What follows belongs to an exercise in optimizing a design on an open flow for small area, a short achievable clock period and few clock cycles per item; a production flow would make more cautious choices. Function was checked by simulation only, so behaviour that the tests miss may differ from the original.

==> branch zinc: inputs <==
Design sfe_ctr128, start of the top module:
module sfe_ctr128 (
    input  wire         clk,
    input  wire         rst,
    input  wire         key_load,
    input  wire [127:0] key,
    input  wire [127:0] iv,
    input  wire         in_valid,
    output wire         in_ready,
    input  wire [127:0] in_data,
    output reg          out_valid,
    output reg  [127:0] out_data
);
==> flow/config.mk <==
export PLATFORM = sky130hd
export DESIGN_NAME = sfe_ctr128
export DESIGN_NICKNAME = sfe_ctr128
export VERILOG_FILES = /design/flow/design.v
export SDC_FILE = /design/flow/constraint.sdc
export NUM_CORES = 4
export LEC_CHECK = 0
export CAP_MARGIN = 20
export CORE_MARGIN = 2
export CORE_UTILIZATION = 60
export PLACE_DENSITY = 0.68
export SETUP_SLACK_MARGIN = 3.75
export SLEW_MARGIN = 20
==> flow/constraint.sdc <==
create_clock -name core_clock -period 7.0 [get_ports {clk}]
set_input_delay 1.4000 -clock core_clock [delete_from_list [all_inputs] [get_ports {clk}]]
set_output_delay 1.4000 -clock core_clock [all_outputs]
set_load 0.01 [all_outputs]
run.sh (not shown) runs the stock make flow with config.mk's settings and CLKGATE_MAP_FILE= SYNTH_SCRIPT=/design/flow/synth_recipe.tcl, a recipe that flattens the netlist after the stock synthesis.
==> branch juniper (differences from branch zinc) <==
- CAP_MARGIN: 20 -> 30
- CORE_UTILIZATION: 60 -> 55
- PLACE_DENSITY: 0.68 -> 0.65
- SETUP_SLACK_MARGIN: 3.75 -> unset
- SLEW_MARGIN: 20 -> 30
==> run notes <==
item	branch zinc	branch juniper
Count of buffering cells on the critical path with inverters included	1	2
Buffers outside the clock class	2,696	744
Num tapcells	7,837	8,613
Outcome	failed layout checks	failed layout checks
Layout check failures	antenna rules	antenna rules
Total number of placement rows	283	295
Actual slew at the worst max-slew pin	1.41 ns	1.17 ns
Vias per Instance	5.67	5.51
Area of the core region	593,000 um2	646,000 um2
Proportion of final cell area spent on non-clock buffers	5.50%	1.84%
Fraction of met1 tracks used by global routing	47.4%	44.5%
Number of vias after detailed routing	268,000	253,000
Endpoint of the worst hold path	v[17]	v[16]
Area of the die	600,000 um2	655,000 um2
Wire length per cell	25.8 um	25.7 um
Testbench counts of branch zinc, summed over its fixed seeds: cycles 5,519, items 4,096.
Testbench counts of branch juniper, summed over its fixed seeds: cycles 5,519, items 4,096.

==> inputs of job 2947 <==
==> flow/design.v <==
module aes_sbox (
    input  wire [7:0] a,
    output wire [7:0] s
);
  wire [7:0] t, c;
  sbox_map_in  u_in  (.a(a), .y(t));
  gf_inv8      u_inv (.a(t), .o(c));
  sbox_map_out u_out (.a(c), .y(s));
endmodule
module sbox_map_in (input wire [7:0] a, output wire [7:0] y);
  wire [7:0] q_in = a;
  wire q_t8 = q_in[2] ^ q_in[7];
  wire q_t9 = q_in[3] ^ q_t8;
  wire q_t10 = q_in[1] ^ q_in[6];
  wire q_t11 = q_in[4] ^ q_t10;
  wire q_t12 = q_in[6] ^ q_t9;
  assign y[0] = q_in[0] ^ q_in[1] ^ q_t9;
  assign y[1] = q_t11;
  assign y[2] = q_t12;
  assign y[3] = q_t8 ^ q_t10;
  assign y[4] = q_in[4] ^ q_t12;
  assign y[5] = q_in[5] ^ q_t9;
  assign y[6] = q_in[5] ^ q_t11;
  assign y[7] = q_in[5] ^ q_in[7];
endmodule
module sbox_map_out (input wire [7:0] a, output wire [7:0] y);
  wire [7:0] q_in = a;
  wire q_t8 = q_in[1] ^ q_in[5];
  wire q_t9 = q_in[0] ^ q_in[7];
  wire q_t10 = q_in[2] ^ q_t8;
  wire q_t11 = q_in[4] ^ q_in[6];
  wire q_t12 = q_t9 ^ q_t11;
  wire q_t13 = q_in[6] ^ q_t10;
  assign y[0] = ~(q_in[5] ^ q_t12);
  assign y[1] = ~(q_in[2] ^ q_t12);
  assign y[2] = q_in[3] ^ q_t8 ^ q_t9;
  assign y[3] = q_in[0] ^ q_in[4];
  assign y[4] = q_t9 ^ q_t10;
  assign y[5] = ~(q_in[7] ^ q_t13);
  assign y[6] = ~(q_in[4] ^ q_in[7]);
  assign y[7] = q_in[3] ^ q_t13;
endmodule
module gf_inv8 (input wire [7:0] a, output wire [7:0] o);
  wire [3:0] h = a[7:4];
  wire [3:0] l = a[3:0];
  wire [3:0] hl, d, mh, ml;
  reg [3:0] di;
  wire m0_p00 = h[0] & l[0];
  wire m0_p01 = h[0] & l[1];
  wire m0_p02 = h[0] & l[2];
  wire m0_p03 = h[0] & l[3];
  wire m0_p10 = h[1] & l[0];
  wire m0_p11 = h[1] & l[1];
  wire m0_p12 = h[1] & l[2];
  wire m0_p13 = h[1] & l[3];
  wire m0_p20 = h[2] & l[0];
  wire m0_p21 = h[2] & l[1];
  wire m0_p22 = h[2] & l[2];
  wire m0_p23 = h[2] & l[3];
  wire m0_p30 = h[3] & l[0];
  wire m0_p31 = h[3] & l[1];
  wire m0_p32 = h[3] & l[2];
  wire m0_p33 = h[3] & l[3];
  wire m0_c0 = m0_p00;
  wire m0_c1 = m0_p01 ^ m0_p10;
  wire m0_c2 = m0_p02 ^ m0_p11 ^ m0_p20;
  wire m0_c3 = m0_p03 ^ m0_p12 ^ m0_p21 ^ m0_p30;
  wire m0_c4 = m0_p13 ^ m0_p22 ^ m0_p31;
  wire m0_c5 = m0_p23 ^ m0_p32;
  wire m0_c6 = m0_p33;
  assign hl[0] = m0_c0 ^ m0_c4;
  assign hl[1] = m0_c1 ^ m0_c4 ^ m0_c5;
  assign hl[2] = m0_c2 ^ m0_c5 ^ m0_c6;
  assign hl[3] = m0_c3 ^ m0_c6;
  assign d[0] = h[0] ^ h[1] ^ h[3] ^ l[0] ^ l[2] ^ hl[0];
  assign d[1] = h[3] ^ l[2] ^ hl[1];
  assign d[2] = h[0] ^ h[2] ^ l[1] ^ l[3] ^ hl[2];
  assign d[3] = h[0] ^ l[3] ^ hl[3];
  always @(*) begin
    case (d)
      4'd0: di = 4'd0;
      4'd1: di = 4'd1;
      4'd2: di = 4'd9;
      4'd3: di = 4'd14;
      4'd4: di = 4'd13;
      4'd5: di = 4'd11;
      4'd6: di = 4'd7;
      4'd7: di = 4'd6;
      4'd8: di = 4'd15;
      4'd9: di = 4'd2;
      4'd10: di = 4'd12;
      4'd11: di = 4'd5;
      4'd12: di = 4'd10;
      4'd13: di = 4'd4;
      4'd14: di = 4'd3;
      4'd15: di = 4'd8;
      default: di = 4'd0;
    endcase
  end
  wire m1_p00 = h[0] & di[0];
  wire m1_p01 = h[0] & di[1];
  wire m1_p02 = h[0] & di[2];
  wire m1_p03 = h[0] & di[3];
  wire m1_p10 = h[1] & di[0];
  wire m1_p11 = h[1] & di[1];
  wire m1_p12 = h[1] & di[2];
  wire m1_p13 = h[1] & di[3];
  wire m1_p20 = h[2] & di[0];
  wire m1_p21 = h[2] & di[1];
  wire m1_p22 = h[2] & di[2];
  wire m1_p23 = h[2] & di[3];
  wire m1_p30 = h[3] & di[0];
  wire m1_p31 = h[3] & di[1];
  wire m1_p32 = h[3] & di[2];
  wire m1_p33 = h[3] & di[3];
  wire m1_c0 = m1_p00;
  wire m1_c1 = m1_p01 ^ m1_p10;
  wire m1_c2 = m1_p02 ^ m1_p11 ^ m1_p20;
  wire m1_c3 = m1_p03 ^ m1_p12 ^ m1_p21 ^ m1_p30;
  wire m1_c4 = m1_p13 ^ m1_p22 ^ m1_p31;
  wire m1_c5 = m1_p23 ^ m1_p32;
  wire m1_c6 = m1_p33;
  assign mh[0] = m1_c0 ^ m1_c4;
  assign mh[1] = m1_c1 ^ m1_c4 ^ m1_c5;
  assign mh[2] = m1_c2 ^ m1_c5 ^ m1_c6;
  assign mh[3] = m1_c3 ^ m1_c6;
  wire m2_p00 = l[0] & di[0];
  wire m2_p01 = l[0] & di[1];
  wire m2_p02 = l[0] & di[2];
  wire m2_p03 = l[0] & di[3];
  wire m2_p10 = l[1] & di[0];
  wire m2_p11 = l[1] & di[1];
  wire m2_p12 = l[1] & di[2];
  wire m2_p13 = l[1] & di[3];
  wire m2_p20 = l[2] & di[0];
  wire m2_p21 = l[2] & di[1];
  wire m2_p22 = l[2] & di[2];
  wire m2_p23 = l[2] & di[3];
  wire m2_p30 = l[3] & di[0];
  wire m2_p31 = l[3] & di[1];
  wire m2_p32 = l[3] & di[2];
  wire m2_p33 = l[3] & di[3];
  wire m2_c0 = m2_p00;
  wire m2_c1 = m2_p01 ^ m2_p10;
  wire m2_c2 = m2_p02 ^ m2_p11 ^ m2_p20;
  wire m2_c3 = m2_p03 ^ m2_p12 ^ m2_p21 ^ m2_p30;
  wire m2_c4 = m2_p13 ^ m2_p22 ^ m2_p31;
  wire m2_c5 = m2_p23 ^ m2_p32;
  wire m2_c6 = m2_p33;
  assign ml[0] = m2_c0 ^ m2_c4;
  assign ml[1] = m2_c1 ^ m2_c4 ^ m2_c5;
  assign ml[2] = m2_c2 ^ m2_c5 ^ m2_c6;
  assign ml[3] = m2_c3 ^ m2_c6;
  assign o = {mh, ml};
endmodule
module aes_key_step (
    input  wire [127:0] key_in,
    input  wire [7:0]   rcon,
    output wire [127:0] key_out
);
  wire [31:0] w0 = key_in[127:96];
  wire [31:0] w1 = key_in[95:64];
  wire [31:0] w2 = key_in[63:32];
  wire [31:0] w3 = key_in[31:0];
  wire [31:0] sub_rot;
  aes_sbox u_s0 (.a(w3[23:16]), .s(sub_rot[31:24]));
  aes_sbox u_s1 (.a(w3[15:8]),  .s(sub_rot[23:16]));
  aes_sbox u_s2 (.a(w3[7:0]),   .s(sub_rot[15:8]));
  aes_sbox u_s3 (.a(w3[31:24]), .s(sub_rot[7:0]));
  wire [31:0] n0 = w0 ^ sub_rot ^ {rcon, 24'h000000};
  wire [31:0] n1 = w1 ^ n0;
  wire [31:0] n2 = w2 ^ n1;
  wire [31:0] n3 = w3 ^ n2;
  assign key_out = {n0, n1, n2, n3};
endmodule
module aes_round (
    input  wire [127:0] state_in,
    input  wire [127:0] round_key,
    input  wire         last,
    output wire [127:0] state_out
);
  wire [127:0] sub;
  wire [127:0] shifted;
  wire [127:0] mixed;
  genvar i, c;
  generate
    for (i = 0; i < 16; i = i + 1) begin : g_sub
      aes_sbox u_sbox (.a(state_in[127-8*i -: 8]), .s(sub[127-8*i -: 8]));
    end
    for (i = 0; i < 16; i = i + 1) begin : g_shift
      localparam integer R = i % 4;
      localparam integer C = i / 4;
      localparam integer SRC = 4 * ((C + R) % 4) + R;
      assign shifted[127-8*i -: 8] = sub[127-8*SRC -: 8];
    end
    for (c = 0; c < 4; c = c + 1) begin : g_mix
      wire [7:0] b0 = shifted[127-32*c -: 8];
      wire [7:0] b1 = shifted[119-32*c -: 8];
      wire [7:0] b2 = shifted[111-32*c -: 8];
      wire [7:0] b3 = shifted[103-32*c -: 8];
      wire [7:0] x0 = {b0[6:0], 1'b0} ^ (b0[7] ? 8'h1b : 8'h00);
      wire [7:0] x1 = {b1[6:0], 1'b0} ^ (b1[7] ? 8'h1b : 8'h00);
      wire [7:0] x2 = {b2[6:0], 1'b0} ^ (b2[7] ? 8'h1b : 8'h00);
      wire [7:0] x3 = {b3[6:0], 1'b0} ^ (b3[7] ? 8'h1b : 8'h00);
      assign mixed[127-32*c -: 8] = x0 ^ (x1 ^ b1) ^ b2 ^ b3;
      assign mixed[119-32*c -: 8] = b0 ^ x1 ^ (x2 ^ b2) ^ b3;
      assign mixed[111-32*c -: 8] = b0 ^ b1 ^ x2 ^ (x3 ^ b3);
      assign mixed[103-32*c -: 8] = (x0 ^ b0) ^ b1 ^ b2 ^ x3;
    end
  endgenerate
  assign state_out = (last ? shifted : mixed) ^ round_key;
endmodule
module sfe_ctr128 (
    input  wire         clk,
    input  wire         rst,
    input  wire         key_load,
    input  wire [127:0] key,
    input  wire [127:0] iv,
    input  wire         in_valid,
    output wire         in_ready,
    input  wire [127:0] in_data,
    output reg          out_valid,
    output reg  [127:0] out_data
);
  reg [127:0] key_r;      
  reg [127:0] ctr;        
  reg [127:0] state;      
  reg [127:0] rkey;       
  reg [127:0] cdata;      
  reg [3:0]   round;      
  reg         busy;
  reg [7:0] rcon;
  always @(*) begin
    case (round)
      4'd1:    rcon = 8'h01;
      4'd2:    rcon = 8'h02;
      4'd3:    rcon = 8'h04;
      4'd4:    rcon = 8'h08;
      4'd5:    rcon = 8'h10;
      4'd6:    rcon = 8'h20;
      4'd7:    rcon = 8'h40;
      4'd8:    rcon = 8'h80;
      4'd9:    rcon = 8'h1b;
      4'd10:   rcon = 8'h36;
      default: rcon = 8'h00;
    endcase
  end
  wire [127:0] rkey_next;
  wire [127:0] state_next;
  wire         last_round = (round == 4'd10);
  aes_key_step u_key_step (
      .key_in (rkey),
      .rcon   (rcon),
      .key_out(rkey_next)
  );
  aes_round u_round (
      .state_in (state),
      .round_key(rkey_next),
      .last     (last_round),
      .state_out(state_next)
  );
  assign in_ready = !busy;
  always @(posedge clk) begin
    if (rst) begin
      busy      <= 1'b0;
      out_valid <= 1'b0;
      round     <= 4'd0;
    end else begin
      out_valid <= 1'b0;
      if (key_load) begin
        key_r <= key;
        ctr   <= iv;
      end else if (!busy) begin
        if (in_valid) begin
          state <= ctr ^ key_r;    
          rkey  <= key_r;
          cdata <= in_data;
          ctr   <= ctr + 128'd1;
          round <= 4'd1;
          busy  <= 1'b1;
        end
      end else begin
        state <= state_next;
        rkey  <= rkey_next;
        round <= round + 4'd1;
        if (last_round) begin
          out_data  <= state_next ^ cdata;
          out_valid <= 1'b1;
          busy      <= 1'b0;
        end
      end
    end
  end
endmodule
==> flow/run.sh <==
#!/bin/bash
# synth_recipe.tcl (not shown) runs the flow's synth.tcl, then flattens the netlist and writes it again
# the make line also repeats each setting of config.mk as NAME=value (left out here)
make -C /OpenROAD-flow-scripts/flow DESIGN_CONFIG=/design/flow/config.mk WORK_HOME=/design/flow/orfs CLKGATE_MAP_FILE= SYNTH_SCRIPT=/design/flow/synth_recipe.tcl finish
==> flow/config.mk <==
export PLATFORM = sky130hd
export DESIGN_NAME = sfe_ctr128
export DESIGN_NICKNAME = sfe_ctr128
export VERILOG_FILES = /design/flow/design.v
export SDC_FILE = /design/flow/constraint.sdc
export NUM_CORES = 4
export LEC_CHECK = 0
export CAP_MARGIN = 20
export CORE_MARGIN = 2
export CORE_UTILIZATION = 30
export SLEW_MARGIN = 20
==> flow/constraint.sdc <==
create_clock -name core_clock -period 7.0 [get_ports {clk}]
set_input_delay 1.4000 -clock core_clock [delete_from_list [all_inputs] [get_ports {clk}]]
set_output_delay 1.4000 -clock core_clock [all_outputs]
set_load 0.01 [all_outputs]
==> inputs of job 3088, as changes to job 2947 <==
--- a/flow/design.v
+++ b/flow/design.v
@@ -231,5 +231,8 @@
   reg         busy;
-  reg [7:0] rcon;
+  wire       last_round = (round == 4'd10);
+  wire       take = in_valid && (!busy || last_round);
+  wire [3:0] kround = round + 4'd1;
+  reg  [7:0] rcon;
   always @(*) begin
-    case (round)
+    case (kround)
       4'd1:    rcon = 8'h01;
@@ -249,3 +252,3 @@
   wire [127:0] state_next;
-  wire         last_round = (round == 4'd10);
+  wire [127:0] rkey_first;      
   aes_key_step u_key_step (
@@ -255,5 +258,10 @@
   );
+  aes_key_step u_key_first (
+      .key_in (key_r),
+      .rcon   (8'h01),
+      .key_out(rkey_first)
+  );
   aes_round u_round (
       .state_in (state),
-      .round_key(rkey_next),
+      .round_key(rkey),
       .last     (last_round),
@@ -261,3 +269,3 @@
   );
-  assign in_ready = !busy;
+  assign in_ready = !busy || last_round;
   always @(posedge clk) begin
@@ -269,15 +277,3 @@
       out_valid <= 1'b0;
-      if (key_load) begin
-        key_r <= key;
-        ctr   <= iv;
-      end else if (!busy) begin
-        if (in_valid) begin
-          state <= ctr ^ key_r;    
-          rkey  <= key_r;
-          cdata <= in_data;
-          ctr   <= ctr + 128'd1;
-          round <= 4'd1;
-          busy  <= 1'b1;
-        end
-      end else begin
+      if (busy) begin
         state <= state_next;
@@ -291,2 +287,13 @@
       end
+      if (key_load) begin
+        key_r <= key;
+        ctr   <= iv;
+      end else if (take) begin
+        state <= ctr ^ key_r;    
+        rkey  <= rkey_first;     
+        cdata <= in_data;
+        ctr   <= ctr + 128'd1;
+        round <= 4'd1;
+        busy  <= 1'b1;
+      end
     end
--- a/flow/config.mk
+++ b/flow/config.mk
@@ -7,2 +7,3 @@
 export LEC_CHECK = 0
+export ABC_AREA = 1
 export CAP_MARGIN = 20
==> comparison <==
Wire length: job 2947 is smaller than job 3088 (29%). Of job 3088 and job 2947, job 3088 has the higher final cell count (gap about 60%, measured against job 2947). Against job 2947, the worst setup slack of job 3088 is better by 220 ps.
==> figures <==
| quantity | job 3088 | job 2947 |
|---|---|---|
| Skew final | 75.7 ps | 75.5 ps |
| Number of flip-flops and latches | 774 | 782 |
| X dimension of the die | 563 um | 505 um |
| Cell area after synthesis | 0.0938 mm^2 | 0.0753 mm^2 |
| Outcome | no timing/DRC/antenna violations | no timing/DRC/antenna violations |
| Number of different library cells in the post-synthesis netlist | 74 | 109 |
| Wire length of the first global-routing pass | 597000 um | 422000 um |
| Maximum count of clock buffers along a single path | 4 | 3 |
Testbench counts of job 2947, summed over its fixed seeds: cycles 45,184, items 4,096.
Testbench counts of job 3088, summed over its fixed seeds: cycles 41,152, items 4,096.

## port drivers added, routing unchanged
No port has a modelled driver above. Below, the same layouts with a new extraction and two added sets of constraints. Step 1 assumes that a clkbuf_16 drives the clock port and a buf_2 every other input. Step 2 times the ports against the registers' clock, not the clock port: input delays grow and output delays shrink by t, the midpoint of the rising clock arrivals with the driver on. Three values: no drivers, after step 1, after step 2; two values: the first two.
run | t (ns) | setup slack, ns | worst setup path after step 2
branch zinc | 1.271 | 3.428 / 3.428 / 2.676 | input to register
branch juniper | 1.252 | 2.507 / 2.507 / 2.483 | input to register
job 2947 | 0.834 | 0.105 / 0.105 / 0.105 | register to register
job 3088 | 0.959 | 0.328 / 0.328 / 0.328 | register to register
The setup slack of branch zinc, which loses most, moves by 0.000 ns with the drivers and by -0.752 ns with both steps.
